Background: an optimization exercise with open tools, aiming at small area, a short achievable clock period and few clock cycles. Do not read the settings as production practice. Only simulation tests tie the RTL to the original design; equivalence was not proved. No activity file was given, so power comes from the tool's default toggle rates.

## flow/config.mk

```make
export PLATFORM = sky130hd
export DESIGN_NAME = fbd_seq
export DESIGN_NICKNAME = fbd_seq
export VERILOG_FILES = /design/flow/design.v
export SDC_FILE = /design/flow/constraint.sdc
export NUM_CORES = 4
export LEC_CHECK = 0
export CAP_MARGIN = 20
export CORE_MARGIN = 2
export CORE_UTILIZATION = 40
export PLACE_DENSITY = 0.6
export SLEW_MARGIN = 20
```

## flow/constraint.sdc

```tcl
create_clock -name core_clock -period 10.0 [get_ports {clk}]
set_input_delay 2.0000 -clock core_clock [delete_from_list [all_inputs] [get_ports {clk}]]
set_output_delay 2.0000 -clock core_clock [all_outputs]
set_load 0.01 [all_outputs]
```

## flow/design.v

```verilog
module fbd_env (
    input  wire       clk,
    input  wire       init,       
    input  wire       attack,     
    input  wire       release_,   
    input  wire       update,     
    input  wire       set_en,     
    input  wire [2:0] set_idx,    
    input  wire [7:0] set_val,
    output reg  [7:0] current
);
    localparam [1:0] PH_ATTACK = 2'd0, PH_DECAY = 2'd1, PH_SUSTAIN = 2'd2, PH_RELEASE = 2'd3;
    reg [1:0] phase;
    reg [7:0] attack_level, attack_rate, decay_rate;
    reg [7:0] sustain_level, sustain_rate, release_rate;
    wire [8:0] att_sum   = {1'b0, current} + {1'b0, attack_rate};
    wire [7:0] dec_res   = (current > decay_rate)   ? current - decay_rate   : 8'd0;
    wire [7:0] sus_res   = (current > sustain_rate) ? current - sustain_rate : 8'd0;
    wire [7:0] rel_res   = (current > release_rate) ? current - release_rate : 8'd0;
    always @(posedge clk) begin
        if (init) begin
            current       <= 8'd0;
            phase         <= PH_RELEASE;
            attack_level  <= 8'd255;
            attack_rate   <= 8'd255;
            decay_rate    <= 8'd0;
            sustain_level <= 8'd0;
            sustain_rate  <= 8'd0;
            release_rate  <= 8'd255;
        end else if (attack) begin
            current <= attack_level;
            phase   <= (attack_level == 8'd255) ? PH_DECAY : PH_ATTACK;
        end else if (release_) begin
            phase <= PH_RELEASE;
        end else if (update) begin
            case (phase)
                PH_ATTACK: begin
                    if (att_sum[8]) begin
                        current <= 8'd255;
                        phase   <= PH_DECAY;
                    end else begin
                        current <= att_sum[7:0];
                    end
                end
                PH_DECAY: begin
                    if (dec_res < sustain_level) begin
                        current <= sustain_level;
                        phase   <= PH_SUSTAIN;
                    end else begin
                        current <= dec_res;
                    end
                end
                PH_SUSTAIN: current <= sus_res;
                default:    current <= rel_res;
            endcase
        end else if (set_en) begin
            case (set_idx)
                3'd0:    attack_level  <= set_val;
                3'd1:    attack_rate   <= set_val;
                3'd2:    decay_rate    <= set_val;
                3'd3:    sustain_level <= set_val;
                3'd4:    sustain_rate  <= set_val;
                default: release_rate  <= set_val;
            endcase
        end
    end
endmodule
module fbd_lfo (
    input  wire        clk,
    input  wire        init,         
    input  wire        set_param,    
    input  wire [7:0]  p_delay,
    input  wire [7:0]  p_speed,
    input  wire [7:0]  p_depth,
    input  wire [15:0] p_disp,
    input  wire        set_enable,   
    input  wire        en_val,
    input  wire        reset_run,    
    input  wire        update,       
    output reg         fired,        
    output reg  [15:0] effect
);
    reg        enabled;
    reg [7:0]  delay, speed, depth;
    reg [15:0] displacement;
    reg [7:0]  wait_count, depth_count;
    reg [15:0] cur_disp;
    wire [7:0] wait_dec  = (wait_count  != 8'd0) ? wait_count  - 8'd1 : 8'd0;
    wire [7:0] depth_dec = (depth_count != 8'd0) ? depth_count - 8'd1 : 8'd0;
    always @(posedge clk) begin
        if (init) begin
            enabled      <= 1'b0;
            delay        <= 8'd0;
            speed        <= 8'd0;
            depth        <= 8'd0;
            displacement <= 16'd0;
            wait_count   <= 8'd0;
            depth_count  <= 8'd0;
            cur_disp     <= 16'd0;
            effect       <= 16'd0;
            fired        <= 1'b0;
        end else if (set_param) begin
            delay        <= p_delay;
            speed        <= p_speed;
            depth        <= p_depth;
            displacement <= p_disp;
            enabled      <= 1'b1;
            wait_count   <= p_delay;
            depth_count  <= {1'b0, p_depth[7:1]};
            cur_disp     <= p_disp;
            effect       <= 16'd0;
        end else if (set_enable) begin
            enabled      <= en_val;
            wait_count   <= delay;
            depth_count  <= {1'b0, depth[7:1]};
            cur_disp     <= displacement;
            effect       <= 16'd0;
        end else if (reset_run) begin
            wait_count   <= delay;
            depth_count  <= {1'b0, depth[7:1]};
            cur_disp     <= displacement;
            effect       <= 16'd0;
        end else if (update) begin
            fired <= 1'b0;
            if (enabled) begin
                if (wait_dec != 8'd0) begin
                    wait_count <= wait_dec;
                end else begin
                    fired      <= 1'b1;
                    wait_count <= speed;
                    effect     <= effect + cur_disp;
                    if (depth_dec == 8'd0) begin
                        depth_count <= depth;
                        cur_disp    <= 16'd0 - cur_disp;
                    end else begin
                        depth_count <= depth_dec;
                    end
                end
            end
        end
    end
endmodule
module fbd_rstack (
    input  wire        clk,
    input  wire        init,        
    input  wire        push,        
    input  wire [7:0]  push_count,
    input  wire [15:0] push_addr,
    input  wire        brk,         
    input  wire        rend,        
    input  wire [15:0] cursor,
    output wire        brk_take,    
    output wire [15:0] brk_target,
    output wire        end_jump,    
    output wire [15:0] end_target,
    output wire        end_inf      
);
    reg [3:0]  depth;
    reg [15:0] f_start     [0:7];
    reg [15:0] f_end       [0:7];
    reg        f_end_valid [0:7];
    reg [7:0]  f_count     [0:7];
    wire       nonempty = (depth != 4'd0);
    wire [2:0] top      = depth[2:0] - 3'd1;
    assign brk_take   = nonempty && (f_count[top] == 8'd1) && f_end_valid[top];
    assign brk_target = f_end[top];
    assign end_inf    = nonempty && (f_count[top] == 8'd0);
    assign end_jump   = nonempty && (f_count[top] != 8'd1);
    assign end_target = f_start[top];
    always @(posedge clk) begin
        if (init) begin
            depth <= 4'd0;
        end else if (push) begin
            if (depth < 4'd8) begin
                f_start[depth[2:0]]     <= push_addr;
                f_end[depth[2:0]]       <= 16'd0;
                f_end_valid[depth[2:0]] <= 1'b0;
                f_count[depth[2:0]]     <= push_count;
                depth                   <= depth + 4'd1;
            end
        end else if (brk) begin
            if (brk_take)
                depth <= depth - 4'd1;
        end else if (rend) begin
            if (nonempty) begin
                if (f_count[top] == 8'd0) begin
                    f_end[top]       <= cursor;
                    f_end_valid[top] <= 1'b1;
                end else if (f_count[top] != 8'd1) begin
                    f_count[top]     <= f_count[top] - 8'd1;
                    f_end[top]       <= cursor;
                    f_end_valid[top] <= 1'b1;
                end else begin
                    f_count[top]     <= 8'd0;
                    depth            <= depth - 4'd1;
                end
            end
        end
    end
endmodule
module fbd_part (
    input  wire        clk,
    input  wire        rst,
    input  wire        init,         
    input  wire [15:0] init_addr,
    input  wire        start,        
    output reg         done,
    output reg         alive,
    input  wire [15:0] patch_table,
    output reg         mem_req,
    output reg  [15:0] mem_addr,
    input  wire        mem_gnt,
    input  wire        mem_rvalid,
    input  wire [7:0]  mem_rdata,
    output reg         ev_valid,
    output reg  [2:0]  ev_kind,
    output reg  [11:0] ev_data,
    output reg  [15:0] loop_count
);
    localparam [2:0] EV_TONE = 3'd0, EV_VOL = 3'd1, EV_MODE = 3'd2, EV_NOISE = 3'd3;
    localparam [4:0]
        S_IDLE    = 5'd0,
        S_C_LFO   = 5'd1,
        S_C_TONE  = 5'd2,
        S_C_ENV   = 5'd3,
        S_C_VOL   = 5'd4,
        S_FETCH   = 5'd5,
        S_RD      = 5'd6,
        S_RDW     = 5'd7,
        S_DECODE  = 5'd8,
        S_ARG     = 5'd9,
        S_EXEC    = 5'd10,
        S_P_CHK   = 5'd11,
        S_P_PAR   = 5'd12,
        S_N_DUR   = 5'd13,
        S_N_PEEK  = 5'd14,
        S_N_TONE  = 5'd15,
        S_N_VOL   = 5'd16,
        S_TERM    = 5'd17,
        S_NOISE   = 5'd18,
        S_MIX     = 5'd19;
    reg [4:0]  state, rd_ret;
    reg [15:0] rd_addr;
    reg [7:0]  rd_data;
    reg [15:0] cursor;
    reg [7:0]  remaining;
    reg        is_tied;
    reg [2:0]  octave;
    reg [3:0]  chan_vol;
    reg [15:0] base_tone;
    reg [15:0] detune;
    reg [7:0]  op;
    reg [2:0]  nargs, argi;
    reg [7:0]  arg0, arg1, arg2, arg3, arg4;
    reg [15:0] pa;
    reg [2:0]  pidx;
    reg        env_attack, env_release, env_update, env_set;
    wire [7:0] env_current;
    reg        lfo_set_param, lfo_set_enable, lfo_reset, lfo_update;
    wire       lfo_fired;
    wire [15:0] lfo_effect;
    reg        rs_push, rs_brk, rs_end;
    wire       rs_brk_take, rs_end_jump, rs_end_inf;
    wire [15:0] rs_brk_target, rs_end_target;
    fbd_env u_env (
        .clk(clk), .init(init), .attack(env_attack), .release_(env_release),
        .update(env_update), .set_en(env_set), .set_idx(pidx), .set_val(rd_data),
        .current(env_current)
    );
    fbd_lfo u_lfo (
        .clk(clk), .init(init), .set_param(lfo_set_param),
        .p_delay(arg0), .p_speed(arg1), .p_depth(arg2), .p_disp({arg4, arg3}),
        .set_enable(lfo_set_enable), .en_val(arg0 != 8'd0),
        .reset_run(lfo_reset), .update(lfo_update),
        .fired(lfo_fired), .effect(lfo_effect)
    );
    fbd_rstack u_rs (
        .clk(clk), .init(init), .push(rs_push), .push_count(arg0), .push_addr(cursor),
        .brk(rs_brk), .rend(rs_end), .cursor(cursor),
        .brk_take(rs_brk_take), .brk_target(rs_brk_target),
        .end_jump(rs_end_jump), .end_target(rs_end_target), .end_inf(rs_end_inf)
    );
    function [15:0] tone_table;
        input [3:0] semi;
        case (semi)
            4'd0:    tone_table = 16'd3200;
            4'd1:    tone_table = 16'd3020;
            4'd2:    tone_table = 16'd2851;
            4'd3:    tone_table = 16'd2691;
            4'd4:    tone_table = 16'd2540;
            4'd5:    tone_table = 16'd2397;
            4'd6:    tone_table = 16'd2263;
            4'd7:    tone_table = 16'd2136;
            4'd8:    tone_table = 16'd2016;
            4'd9:    tone_table = 16'd1903;
            4'd10:   tone_table = 16'd1796;
            default: tone_table = 16'd1695;
        endcase
    endfunction
    wire signed [17:0] tone_sum = $signed({2'b00, base_tone})
                                + $signed({{2{detune[15]}}, detune})
                                + $signed({{2{lfo_effect[15]}}, lfo_effect});
    wire signed [17:0] tone_shr = tone_sum >>> octave;
    wire [11:0] tone_out = (tone_shr < 18'sd1)    ? 12'd1 :
                           (tone_shr > 18'sd4095) ? 12'd4095 : tone_shr[11:0];
    wire [11:0] vol_prod = env_current * chan_vol;
    wire [3:0]  vol_out  = vol_prod[11:8];
    wire [6:0]  op_pitch  = rd_data[6:0];
    wire [6:0]  pitch_rem = op_pitch % 7'd12;
    wire [6:0]  pitch_oct = op_pitch / 7'd12;
    always @(*) begin
        mem_req        = (state == S_RD);
        mem_addr       = rd_addr;
        ev_valid       = 1'b0;
        ev_kind        = EV_TONE;
        ev_data        = 12'd0;
        env_attack     = 1'b0;
        env_release    = 1'b0;
        env_update     = (state == S_C_ENV);
        env_set        = (state == S_P_PAR);
        lfo_set_param  = 1'b0;
        lfo_set_enable = 1'b0;
        lfo_reset      = 1'b0;
        lfo_update     = (state == S_C_LFO);
        rs_push        = 1'b0;
        rs_brk         = 1'b0;
        rs_end         = 1'b0;
        case (state)
            S_C_TONE: if (lfo_fired) begin
                ev_valid = 1'b1; ev_kind = EV_TONE; ev_data = tone_out;
            end
            S_N_TONE: begin
                ev_valid = 1'b1; ev_kind = EV_TONE; ev_data = tone_out;
            end
            S_C_VOL, S_N_VOL: begin
                ev_valid = 1'b1; ev_kind = EV_VOL; ev_data = {8'd0, vol_out};
            end
            S_TERM: begin
                ev_valid = 1'b1; ev_kind = EV_VOL; ev_data = 12'd0;
            end
            S_NOISE: begin
                ev_valid = 1'b1; ev_kind = EV_NOISE; ev_data = {4'd0, arg0};
            end
            S_MIX: begin
                ev_valid = 1'b1; ev_kind = EV_MODE;
                ev_data = (arg0 == 8'd1) ? 12'd1 :
                          (arg0 == 8'd2) ? 12'd2 :
                          (arg0 == 8'd3) ? 12'd3 : 12'd0;
            end
            S_DECODE: begin
                if (rd_data < 8'h80) env_release = !is_tied;
                if (rd_data == 8'hE3) rs_brk = 1'b1;
                if (rd_data == 8'hE4) rs_end = 1'b1;
            end
            S_N_DUR: begin
                env_attack = !is_tied;
                lfo_reset  = !is_tied;
            end
            S_EXEC: begin
                case (op)
                    8'hE2: rs_push        = 1'b1;
                    8'hEA: lfo_set_param  = 1'b1;
                    8'hEB: lfo_set_enable = 1'b1;
                    default: ;
                endcase
            end
            default: ;
        endcase
    end
    always @(posedge clk) begin
        done <= 1'b0;
        if (rst) begin
            state <= S_IDLE;
            alive <= 1'b0;
        end else if (init) begin
            state      <= S_IDLE;
            cursor     <= init_addr;
            remaining  <= 8'd1;
            is_tied    <= 1'b0;
            octave     <= 3'd0;
            chan_vol   <= 4'd15;
            base_tone  <= 16'd0;
            detune     <= 16'd0;
            loop_count <= 16'd0;
        end else begin
            case (state)
                S_IDLE: if (start) begin
                    remaining <= remaining - 8'd1;
                    if (remaining != 8'd1) state <= S_C_LFO;
                    else                   state <= S_FETCH;
                end
                S_C_LFO:  state <= S_C_TONE;
                S_C_TONE: state <= S_C_ENV;
                S_C_ENV:  state <= S_C_VOL;
                S_C_VOL: begin
                    done  <= 1'b1;
                    alive <= 1'b1;
                    state <= S_IDLE;
                end
                S_RD: if (mem_gnt) state <= S_RDW;
                S_RDW: if (mem_rvalid) begin
                    rd_data <= mem_rdata;
                    state   <= rd_ret;
                end
                S_FETCH: begin
                    rd_addr <= cursor;
                    cursor  <= cursor + 16'd1;
                    rd_ret  <= S_DECODE;
                    state   <= S_RD;
                end
                S_DECODE: begin
                    op   <= rd_data;
                    argi <= 3'd0;
                    if (rd_data < 8'h80) begin
                        remaining <= {1'b0, rd_data[6:0]} + 8'd1;
                        done      <= 1'b1;
                        alive     <= 1'b1;
                        state     <= S_IDLE;
                    end else if (rd_data < 8'hE0) begin
                        base_tone <= tone_table(pitch_rem[3:0]);
                        octave    <= pitch_oct[2:0];
                        rd_addr   <= cursor;
                        cursor    <= cursor + 16'd1;
                        rd_ret    <= S_N_DUR;
                        state     <= S_RD;
                    end else begin
                        case (rd_data)
                            8'hE0, 8'hE1, 8'hE2, 8'hE5, 8'hEB, 8'hEC: begin
                                nargs   <= 3'd1;
                                rd_addr <= cursor;
                                cursor  <= cursor + 16'd1;
                                rd_ret  <= S_ARG;
                                state   <= S_RD;
                            end
                            8'hE9: begin
                                nargs   <= 3'd2;
                                rd_addr <= cursor;
                                cursor  <= cursor + 16'd1;
                                rd_ret  <= S_ARG;
                                state   <= S_RD;
                            end
                            8'hEA: begin
                                nargs   <= 3'd5;
                                rd_addr <= cursor;
                                cursor  <= cursor + 16'd1;
                                rd_ret  <= S_ARG;
                                state   <= S_RD;
                            end
                            8'hE3: begin
                                if (rs_brk_take) cursor <= rs_brk_target;
                                state <= S_FETCH;
                            end
                            8'hE4: begin
                                if (rs_end_jump) cursor <= rs_end_target;
                                if (rs_end_inf && loop_count != 16'hFFFF)
                                    loop_count <= loop_count + 16'd1;
                                state <= S_FETCH;
                            end
                            8'hE6: begin
                                if (chan_vol != 4'd15) chan_vol <= chan_vol + 4'd1;
                                state <= S_FETCH;
                            end
                            8'hE7: begin
                                if (chan_vol != 4'd0) chan_vol <= chan_vol - 4'd1;
                                state <= S_FETCH;
                            end
                            default: state <= S_TERM;   
                        endcase
                    end
                end
                S_ARG: begin
                    case (argi)
                        3'd0:    arg0 <= rd_data;
                        3'd1:    arg1 <= rd_data;
                        3'd2:    arg2 <= rd_data;
                        3'd3:    arg3 <= rd_data;
                        default: arg4 <= rd_data;
                    endcase
                    argi <= argi + 3'd1;
                    if (argi + 3'd1 == nargs) begin
                        state <= S_EXEC;
                    end else begin
                        rd_addr <= cursor;
                        cursor  <= cursor + 16'd1;
                        rd_ret  <= S_ARG;
                        state   <= S_RD;
                    end
                end
                S_EXEC: begin
                    case (op)
                        8'hE0: begin
                            pa      <= patch_table;
                            rd_addr <= patch_table;
                            rd_ret  <= S_P_CHK;
                            state   <= S_RD;
                        end
                        8'hE1: begin
                            chan_vol <= (arg0 > 8'd15) ? 4'd15 : arg0[3:0];
                            state    <= S_FETCH;
                        end
                        8'hE5:   state  <= S_NOISE;
                        8'hE9: begin
                            detune <= {arg1, arg0};
                            state  <= S_FETCH;
                        end
                        8'hEC:   state  <= S_MIX;
                        default: state  <= S_FETCH;   
                    endcase
                end
                S_P_CHK: begin
                    if (rd_data == 8'hFF) begin
                        state <= S_FETCH;
                    end else if (rd_data == arg0) begin
                        pidx    <= 3'd0;
                        rd_addr <= pa + 16'd1;
                        rd_ret  <= S_P_PAR;
                        state   <= S_RD;
                    end else begin
                        pa      <= pa + 16'd7;
                        rd_addr <= pa + 16'd7;
                        rd_ret  <= S_P_CHK;
                        state   <= S_RD;
                    end
                end
                S_P_PAR: begin
                    pidx <= pidx + 3'd1;
                    if (pidx == 3'd5) begin
                        state <= S_FETCH;
                    end else begin
                        rd_addr <= pa + {13'd0, pidx} + 16'd2;
                        rd_ret  <= S_P_PAR;
                        state   <= S_RD;
                    end
                end
                S_NOISE: state <= S_FETCH;
                S_MIX:   state <= S_FETCH;
                S_N_DUR: begin
                    remaining <= rd_data;
                    rd_addr   <= cursor;
                    rd_ret    <= S_N_PEEK;
                    state     <= S_RD;
                end
                S_N_PEEK: begin
                    if (rd_data == 8'hE8) begin
                        cursor  <= cursor + 16'd1;
                        is_tied <= 1'b1;
                    end else begin
                        is_tied <= 1'b0;
                    end
                    state <= S_N_TONE;
                end
                S_N_TONE: state <= S_N_VOL;
                S_N_VOL: begin
                    done  <= 1'b1;
                    alive <= 1'b1;
                    state <= S_IDLE;
                end
                S_TERM: begin
                    done  <= 1'b1;
                    alive <= 1'b0;
                    state <= S_IDLE;
                end
                default: state <= S_IDLE;
            endcase
        end
    end
endmodule
module fbd_seq (
    input  wire        clk,
    input  wire        rst,
    input  wire        cmd_valid,
    input  wire [1:0]  cmd_op,         
    output wire        cmd_ready,
    input  wire [31:0] sample_rate,    
    input  wire        max_loop_en,
    input  wire [15:0] max_loop,
    output wire        playing,
    output wire        mem_req,
    output wire [15:0] mem_addr,
    input  wire        mem_gnt,
    input  wire        mem_rvalid,
    input  wire [7:0]  mem_rdata,
    output wire        ev_valid,
    output wire [2:0]  ev_kind,        
    output wire [1:0]  ev_ch,
    output wire [11:0] ev_data
);
    localparam [1:0] OP_LOAD = 2'd0, OP_TICK = 2'd1, OP_END = 2'd2, OP_SAMPLE = 2'd3;
    localparam [2:0] EV_TONE = 3'd0, EV_VOL = 3'd1, EV_MODE = 3'd2, EV_NOISE = 3'd3, EV_PULL = 3'd4;
    localparam [4:0]
        T_IDLE     = 5'd0,
        T_RD       = 5'd1,
        T_RDW      = 5'd2,
        T_TITLE    = 5'd3,
        T_HDR      = 5'd4,
        T_INITEV   = 5'd5,
        T_DIV      = 5'd6,
        T_SETUP    = 5'd7,
        T_TICK_CH  = 5'd8,
        T_TICK_W   = 5'd9,
        T_END_CH   = 5'd10,
        T_PULL     = 5'd11,
        T_POLICY   = 5'd12,
        T_PEND_CH  = 5'd13,
        T_SPTNEXT  = 5'd14;
    reg [4:0]  state, rd_ret;
    reg [15:0] rd_addr;
    reg [7:0]  rd_data;
    reg [2:0]  slot;           
    reg [1:0]  ch;
    reg        from_sample;    
    reg [15:0] patch_table;
    reg        ml_en;
    reg [15:0] ml;
    reg [31:0] sr;
    reg [15:0] title_t;
    reg [2:0]  hdr_i;
    reg [7:0]  hdr [0:7];
    reg [3:0]  ev_i;
    reg [31:0] div_s;
    reg [13:0] div_r;
    reg [31:0] div_q;
    reg [5:0]  div_n;
    reg [31:0] spt_q;
    reg [31:0] spt_r;
    reg signed [31:0] spt_err;
    reg [31:0] spt_rem;
    reg  [2:0]  p_init, p_start;
    wire [2:0]  p_done, p_alive, p_req, p_ev;
    wire [15:0] p_addr [0:2];
    wire [2:0]  p_kind [0:2];
    wire [11:0] p_data [0:2];
    wire [15:0] p_loops [0:2];
    wire [15:0] p_start_addr [0:2];
    assign p_start_addr[0] = {hdr[3], hdr[2]} + title_t;
    assign p_start_addr[1] = {hdr[5], hdr[4]} + title_t;
    assign p_start_addr[2] = {hdr[7], hdr[6]} + title_t;
    genvar gi;
    generate
        for (gi = 0; gi < 3; gi = gi + 1) begin : g_part
            fbd_part u_part (
                .clk(clk), .rst(rst),
                .init(p_init[gi]), .init_addr(p_start_addr[gi]),
                .start(p_start[gi]), .done(p_done[gi]), .alive(p_alive[gi]),
                .patch_table(patch_table),
                .mem_req(p_req[gi]), .mem_addr(p_addr[gi]),
                .mem_gnt(mem_gnt), .mem_rvalid(mem_rvalid), .mem_rdata(mem_rdata),
                .ev_valid(p_ev[gi]), .ev_kind(p_kind[gi]), .ev_data(p_data[gi]),
                .loop_count(p_loops[gi])
            );
        end
    endgenerate
    reg        t_ev;
    reg [2:0]  t_kind;
    reg [1:0]  t_ch;
    reg [11:0] t_data;
    always @(*) begin
        t_ev   = 1'b0;
        t_kind = EV_TONE;
        t_ch   = 2'd0;
        t_data = 12'd0;
        case (state)
            T_INITEV: begin
                t_ev = 1'b1;
                if (ev_i == 4'd9) begin
                    t_kind = EV_NOISE;
                end else begin
                    t_ch = (ev_i < 4'd3) ? 2'd0 : (ev_i < 4'd6) ? 2'd1 : 2'd2;
                    case (ev_i % 4'd3)
                        4'd0:    begin t_kind = EV_MODE; t_data = 12'd1; end
                        4'd1:    t_kind = EV_VOL;
                        default: t_kind = EV_TONE;
                    endcase
                end
            end
            T_END_CH, T_PEND_CH: if (slot[ch]) begin
                t_ev   = 1'b1;
                t_kind = EV_VOL;
                t_ch   = ch;
            end
            T_PULL: begin
                t_ev   = 1'b1;
                t_kind = EV_PULL;
            end
            default: ;
        endcase
    end
    assign ev_valid = t_ev | (|p_ev);
    assign ev_kind  = p_ev[0] ? p_kind[0] : p_ev[1] ? p_kind[1] : p_ev[2] ? p_kind[2] : t_kind;
    wire [1:0] p_ch = p_ev[0] ? 2'd0 : p_ev[1] ? 2'd1 : 2'd2;
    assign ev_ch    = (|p_ev) ? ((ev_kind == EV_NOISE) ? 2'd0 : p_ch) : t_ch;
    assign ev_data  = p_ev[0] ? p_data[0] : p_ev[1] ? p_data[1] : p_ev[2] ? p_data[2] : t_data;
    assign mem_req  = (state == T_RD) | (|p_req);
    assign mem_addr = p_req[0] ? p_addr[0] : p_req[1] ? p_addr[1] : p_req[2] ? p_addr[2] : rd_addr;
    assign cmd_ready = (state == T_IDLE);
    assign playing   = |slot;
    wire [15:0] lc0 = slot[0] ? p_loops[0] : 16'd0;
    wire [15:0] lc1 = slot[1] ? p_loops[1] : 16'd0;
    wire [15:0] lc2 = slot[2] ? p_loops[2] : 16'd0;
    wire [15:0] lc01 = (lc0 > lc1) ? lc0 : lc1;
    wire [15:0] lc_max = (lc01 > lc2) ? lc01 : lc2;
    wire        sr_ok = (sample_rate >= 32'd60) && (sample_rate <= 32'd42949672);
    wire [13:0] div_trial = {div_r[12:0], div_s[31]};
    wire signed [31:0] err_sum = spt_err + $signed(spt_r);
    always @(posedge clk) begin
        p_init  <= 3'b000;
        p_start <= 3'b000;
        if (rst) begin
            state <= T_IDLE;
            slot  <= 3'b000;
        end else begin
            case (state)
                T_IDLE: if (cmd_valid) begin
                    case (cmd_op)
                        OP_LOAD: if (sr_ok) begin
                            sr      <= sample_rate;
                            ml_en   <= max_loop_en;
                            ml      <= max_loop;
                            slot    <= 3'b000;
                            title_t <= 16'd0;
                            rd_addr <= 16'd0;
                            rd_ret  <= T_TITLE;
                            state   <= T_RD;
                        end
                        OP_TICK: begin
                            ch          <= 2'd0;
                            from_sample <= 1'b0;
                            state       <= T_TICK_CH;
                        end
                        OP_END: begin
                            ch    <= 2'd0;
                            state <= T_END_CH;
                        end
                        OP_SAMPLE: if (slot != 3'b000) state <= T_PULL;
                        default: ;
                    endcase
                end
                T_RD: if (mem_gnt) state <= T_RDW;
                T_RDW: if (mem_rvalid) begin
                    rd_data <= mem_rdata;
                    state   <= rd_ret;
                end
                T_TITLE: begin
                    if (rd_data == 8'd0) begin
                        hdr_i   <= 3'd0;
                        rd_addr <= title_t + 16'd2;
                        rd_ret  <= T_HDR;
                    end else begin
                        title_t <= title_t + 16'd1;
                        rd_addr <= title_t + 16'd1;
                        rd_ret  <= T_TITLE;
                    end
                    state <= T_RD;
                end
                T_HDR: begin
                    hdr[hdr_i] <= rd_data;
                    hdr_i      <= hdr_i + 3'd1;
                    if (hdr_i == 3'd7) begin
                        ev_i  <= 4'd0;
                        state <= T_INITEV;
                    end else begin
                        rd_addr <= title_t + 16'd3 + {13'd0, hdr_i};
                        rd_ret  <= T_HDR;
                        state   <= T_RD;
                    end
                end
                T_INITEV: begin
                    ev_i <= ev_i + 4'd1;
                    if (ev_i == 4'd9) begin
                        div_s <= sr * 32'd100;
                        div_r <= 14'd0;
                        div_q <= 32'd0;
                        div_n <= 6'd0;
                        state <= T_DIV;
                    end
                end
                T_DIV: begin
                    div_s <= {div_s[30:0], 1'b0};
                    div_n <= div_n + 6'd1;
                    if (div_trial >= 14'd5994) begin
                        div_r <= div_trial - 14'd5994;
                        div_q <= {div_q[30:0], 1'b1};
                    end else begin
                        div_r <= div_trial;
                        div_q <= {div_q[30:0], 1'b0};
                    end
                    if (div_n == 6'd31) state <= T_SETUP;
                end
                T_SETUP: begin
                    patch_table <= {hdr[1], hdr[0]} + title_t;
                    spt_q       <= div_q;
                    spt_r       <= {18'd0, div_r};
                    spt_err     <= -32'sd5994 + $signed({18'd0, div_r});
                    spt_rem     <= div_q;
                    p_init      <= 3'b111;
                    slot        <= {({hdr[7], hdr[6]} != 16'd0),
                                    ({hdr[5], hdr[4]} != 16'd0),
                                    ({hdr[3], hdr[2]} != 16'd0)};
                    state       <= T_IDLE;
                end
                T_TICK_CH: begin
                    if (slot[ch]) begin
                        p_start[ch] <= 1'b1;
                        state       <= T_TICK_W;
                    end else if (ch == 2'd2) begin
                        state <= (from_sample && slot != 3'b000) ? T_SPTNEXT : T_IDLE;
                    end else begin
                        ch <= ch + 2'd1;
                    end
                end
                T_TICK_W: if (p_done[ch]) begin
                    if (!p_alive[ch]) slot[ch] <= 1'b0;
                    if (ch == 2'd2) begin
                        if (from_sample && ((slot & ~{!p_alive[2], 2'b00}) != 3'b000))
                            state <= T_SPTNEXT;
                        else
                            state <= T_IDLE;
                    end else begin
                        ch    <= ch + 2'd1;
                        state <= T_TICK_CH;
                    end
                end
                T_END_CH: begin
                    slot[ch] <= 1'b0;
                    if (ch == 2'd2) state <= T_IDLE;
                    else            ch    <= ch + 2'd1;
                end
                T_PULL: begin
                    spt_rem <= spt_rem - 32'd1;
                    if (spt_rem == 32'd1) state <= T_POLICY;
                    else                  state <= T_IDLE;
                end
                T_POLICY: begin
                    ch          <= 2'd0;
                    from_sample <= 1'b1;
                    if (ml_en && lc_max >= ml) state <= T_PEND_CH;
                    else                       state <= T_TICK_CH;
                end
                T_PEND_CH: begin
                    slot[ch] <= 1'b0;
                    if (ch == 2'd2) begin
                        ch    <= 2'd0;
                        state <= T_TICK_CH;
                    end else begin
                        ch <= ch + 2'd1;
                    end
                end
                T_SPTNEXT: begin
                    if (err_sum >= 0) begin
                        spt_err <= err_sum - 32'sd5994;
                        spt_rem <= spt_q + 32'd1;
                    end else begin
                        spt_err <= err_sum;
                        spt_rem <= spt_q;
                    end
                    state <= T_IDLE;
                end
                default: state <= T_IDLE;
            endcase
        end
    end
endmodule
```

## flow/run.sh

```bash
#!/bin/bash
# synth_recipe.tcl (not shown) runs the flow's synth.tcl, then flattens the netlist and writes it again
# the make line also repeats each setting of config.mk as NAME=value (left out here)
make -C /OpenROAD-flow-scripts/flow DESIGN_CONFIG=/design/flow/config.mk WORK_HOME=/design/flow/orfs CLKGATE_MAP_FILE= SYNTH_SCRIPT=/design/flow/synth_recipe.tcl finish
```

==> impl_results.md <==
- Most used cell, CP: a211oi_1
- R2R cell count: 37
- Port bufs: 100
- Worst Hold Class: flip-flop to flip-flop
- Register area: about 0.066 mm^2
- Critical Path Slowest Stage Cell: o21ai_0
- Most frequent cells in the layout: edfxtp_1, nand2_1, nor2_1
- Post-synthesis compound-gate area fraction: 0.133
- Antenna Nets Post-Route: 0
- Met3 GRT Util: 0.0312
- Clock Tree Root: clkbuf_16
- Post-synthesis area per instance: 10.7 um^2
- Num CTS Buffers: 271
- Slowest stage delay, CP: 700 ps
- Synth top area share: 0.426
- Area contributors post-synth: edfxtp_1, dfxtp_1, ha_1
- Area used by multi-input combinational logic: 0.0620 mm^2
- Startpoint types: flip-flop
- Hold-critical path depth: 2
- Clock Pin Slew Worst Setup and Hold Paths: 60 ps
- GR Layer Usage met1: 0.299
- Via density: 5.72
- WL per Instance: 22.1 um
- Rel. slew slack: 0.271
- WP depth: 14
- WS Path Type: flip-flop to primary output
- CTS tree: built
- Critical Path Fanout Max: 5
- Global Route Usage Sum: 0.216
- Hold_buf cts: 0
- Crit path buffers/inverters: 1
- Register bit count reported by yosys: 2371
- Core ar.: about 0.33 mm^2
- Gate Count Post-Synth: 12500
- Vias in the first global route: 92900
- Xor/xnor share of the synthesized area: 0.0441
- Cell variety after synth: around 110
- Combinational family with the most area after synthesis: simple AND/OR/NAND/NOR gates
- Die Y: between 500 and 600 um
- Setup Skew: 81.0 ps
- CP endpoint kind: primary output
- First-pass GRT wire length: 571 mm
- Outcome: timing/DRC/antenna clean
- Multiplexer share of the synthesized area: 0.0660
- Pre-antenna DRT Iters: 8
- Worst-skew pair later-pin latency: 910 ps
- Tmin final: 8650 ps
- Leak: 0.0528 uW
- Cell area after synthesis: roughly 0.13 mm^2
- Cell taking the most area after synthesis: edfxtp_1
- Post-synthesis sequential area ratio: 0.499
- Initial Util: 0.402
- Crit path max-delay family: compound AO/OA/AOI/OAI gates
- CP Data Required Time: 8000 ps
- Fraction of layout cells with a size suffix above 1: 0.0855
- Die width: 580 um
- Boundary Pins: 101
- Net count after synthesis: 13300
- Die ar.: 0.337 mm^2
- Hpwl dp: 258 mm
- # fillers: 30800
- Commonest non-fill, non-tap cell in the layout: edfxtp_1
- Hold Vio Cnt, Final: 0
- Iter 0 DRT Violations: between 9000 and 10000
- M2 GR Usage: 0.343
- Initial antenna violation count: 13
- Setup WS post-layout: around 1300 ps
- Simple-Gate Fraction of Synth Area: 0.143
- Slew @ Worst Pin: between 1000 and 1500 ps
- Setup bufs post-CTS: 0
- Synth Flop Type: edfxtp_1
- NumNets Final: approximately 13000
- DP Worst Slack: roughly 2100 ps
- Total grt overflow: 0
- Unrepaired setup endpoints after global routing: no
- Post-CTS sizing: 0
- Post-Route WL: 375 mm
- Pin count of the biggest net entering global routing: 160
- Clock sinks: 2371
- Worst path cell trace: fa_1 -> ha_1 -> a211oi_1 -> nor3b_1 -> o21ai_1 -> a41o_1 -> o311ai_1 -> a221oi_1 -> a21oi_1 -> a211oi_1 -> o21ai_0 -> nand4_1 -> or3_1 -> clkdlybuf4s50_1
- Max Cap Viol: 0
- Setup violators final: 0
- Post-synth EDFFs: 1883
- Residual DRC: 0
- Clk buf depth: 4
- Post-Synth Adder-Cell Area: 0.0769
- Vias: 97200
- Arrival @ worst endpoint: 6650 ps
- Final Cycle Share: 0.865
- Fmax: 116 MHz
- Ys Warns: 5
- Synth async-reset ratio: 0
- Gpl congestion: 0.918
- Busiest grt layer: met2
- Row Count: about 210
- Max H-tree Level: 5
- Pwr Density: 161 mW/mm^2
- Area grow syn2layout: 11.4%
- Max Slew Vio Count: 0
- Max IR drop VDD: 0.000123 V
- Setup Total Neg Slack: 0 ps
[power breakdown]
part | switching, uW | internal (uW) | leakage (uW)
clock | 4170 | 5790 | 0.00428
sequential | 308 | 10700 | 0.0201
combinational | 1580 | 1160 | 0.0284
total | 6060 | 17700 | 0.0528
[worst paths after layout]
kind	from	endpoint	slack [ps]
setup reg to reg	slot[1]$_SDFFE_PP0P_	state[2]$_SDFFE_PP0P_	2090
setup / recovery	g_part[0].u_part.detune[2]$_SDFFCE_PP0P_	ev_data[3]	1350
hold / removal	g_part[2].u_part.u_lfo.displacement[14]$_SDFFE_PP0P_	g_part[2].u_part.u_lfo.displacement[14]$_SDFFE_PP0P_	450
hold reg to reg	g_part[2].u_part.u_lfo.displacement[14]$_SDFFE_PP0P_	g_part[2].u_part.u_lfo.displacement[14]$_SDFFE_PP0P_	450
[sequential cells by signal, indices dropped and copies added, names as in the netlist, 30 cells and up]
signal                            count
spt_err                              32
spt_q                                32
g_part.u_part.u_lfo.cur_disp         48
g_part.u_part.u_lfo.effect           48
hdr                                  64
div_q                                32
div_s                                30
g_part.u_part.base_tone              36
g_part.u_part.u_rs.f_count          192
g_part.u_part.loop_count             48
g_part.u_part.pa                     48
g_part.u_part.rd_addr                48
g_part.u_part.u_rs.f_start          384
spt_rem                              32
g_part.u_part.u_rs.f_end            384
g_part.u_part.detune                 48
sr                                   30
g_part.u_part.cursor                 48
g_part.u_part.u_lfo.displacement     48
[cell families after synthesis]
| family | count (synthesis) |
|---|---|
| buf+inv | 1315 |
| mux | 556 |
| fa+ha+maj | 741 |
| compound gates | 2749 |
| flops | 2371 |
| xor+xnor | 669 |
| simple gates | 4054 |
[cell type report]
cell class / count / area share
diodes: 10 / 0.000169
clock buffers: 352 / 0.0497
clock inverters: 132 / 0.00992
inverters: 649 / 0.0165
multi-input cells: 8769 / 0.419
flip-flops and latches: 2371 / 0.448
well taps: 4366 / 0.0369
repair buffers: 338 / 0.0190
[tightest hold or removal path, stage by stage, from the launching register on]
cell and delay, ps:
dfxtp_1 310, nand2_1 50, a21oi_1 50
[synth_stat cells, types with 276 or more instances]
cell type  number
dfxtp_1       488
ha_1          615
nand3_1       313
mux2i_1       276
a21oi_1       906
nand2_1      1426
nor2_1        961
edfxtp_1     1883
inv_1         641
nor3_1        284
xor2_1        315
xnor2_1       354
o21ai_0       502
clkbuf_1      571
[metal layers]
layer	share of wire	wire length, um	up-vias
met2	0.45	170000	3202
met1	0.44	165000	47500
met5	0.000035	13	-
met3	0.067	25200	605
met4	0.040	14800	2
li1	-	-	45900
[metrics by stage]
step	power, uW	instances	area, um^2	hold slack (ps)	utilization
after floorplan	13100	12500	133000	424	-
after global placement	14000	16500	139000	436	0.420
after detailed placement	14000	16500	139000	437	0.421
after CTS	23900	17000	148000	452	0.447
after global routing	24600	17000	148000	464	0.447
final	23700	17000	148000	450	0.447
Testbench counts, summed over its fixed seeds: cycles 140,773.

==> what the ideal ports hide <==
The results above use ideal ports. As a check the final layout listed here was re-extracted and re-timed, cells and wires unchanged. Step 1 assumes that a clkbuf_16 drives the clock port and a buf_2 every other input. Step 2 adds t to the input delays and takes it off the output delays; t is the mean of the earliest and latest rising clock arrival at the registers after step 1. Input paths then give back, and output paths get back, about the clock's delay inside the block. a / b / c = no drivers / after step 1 / after step 2; a / b = the first two.
t (ns): 0.971
setup WS [ns]: 1.348 / 1.248 / 2.095
hold WS [ns]: 0.450 / 0.450 / 0.450
worst slew at a driven data input, ns: 0.15
After both steps setup and hold are still met in this run. The setup slack of this run moves by -0.100 ns with the drivers and by +0.747 ns with both steps.
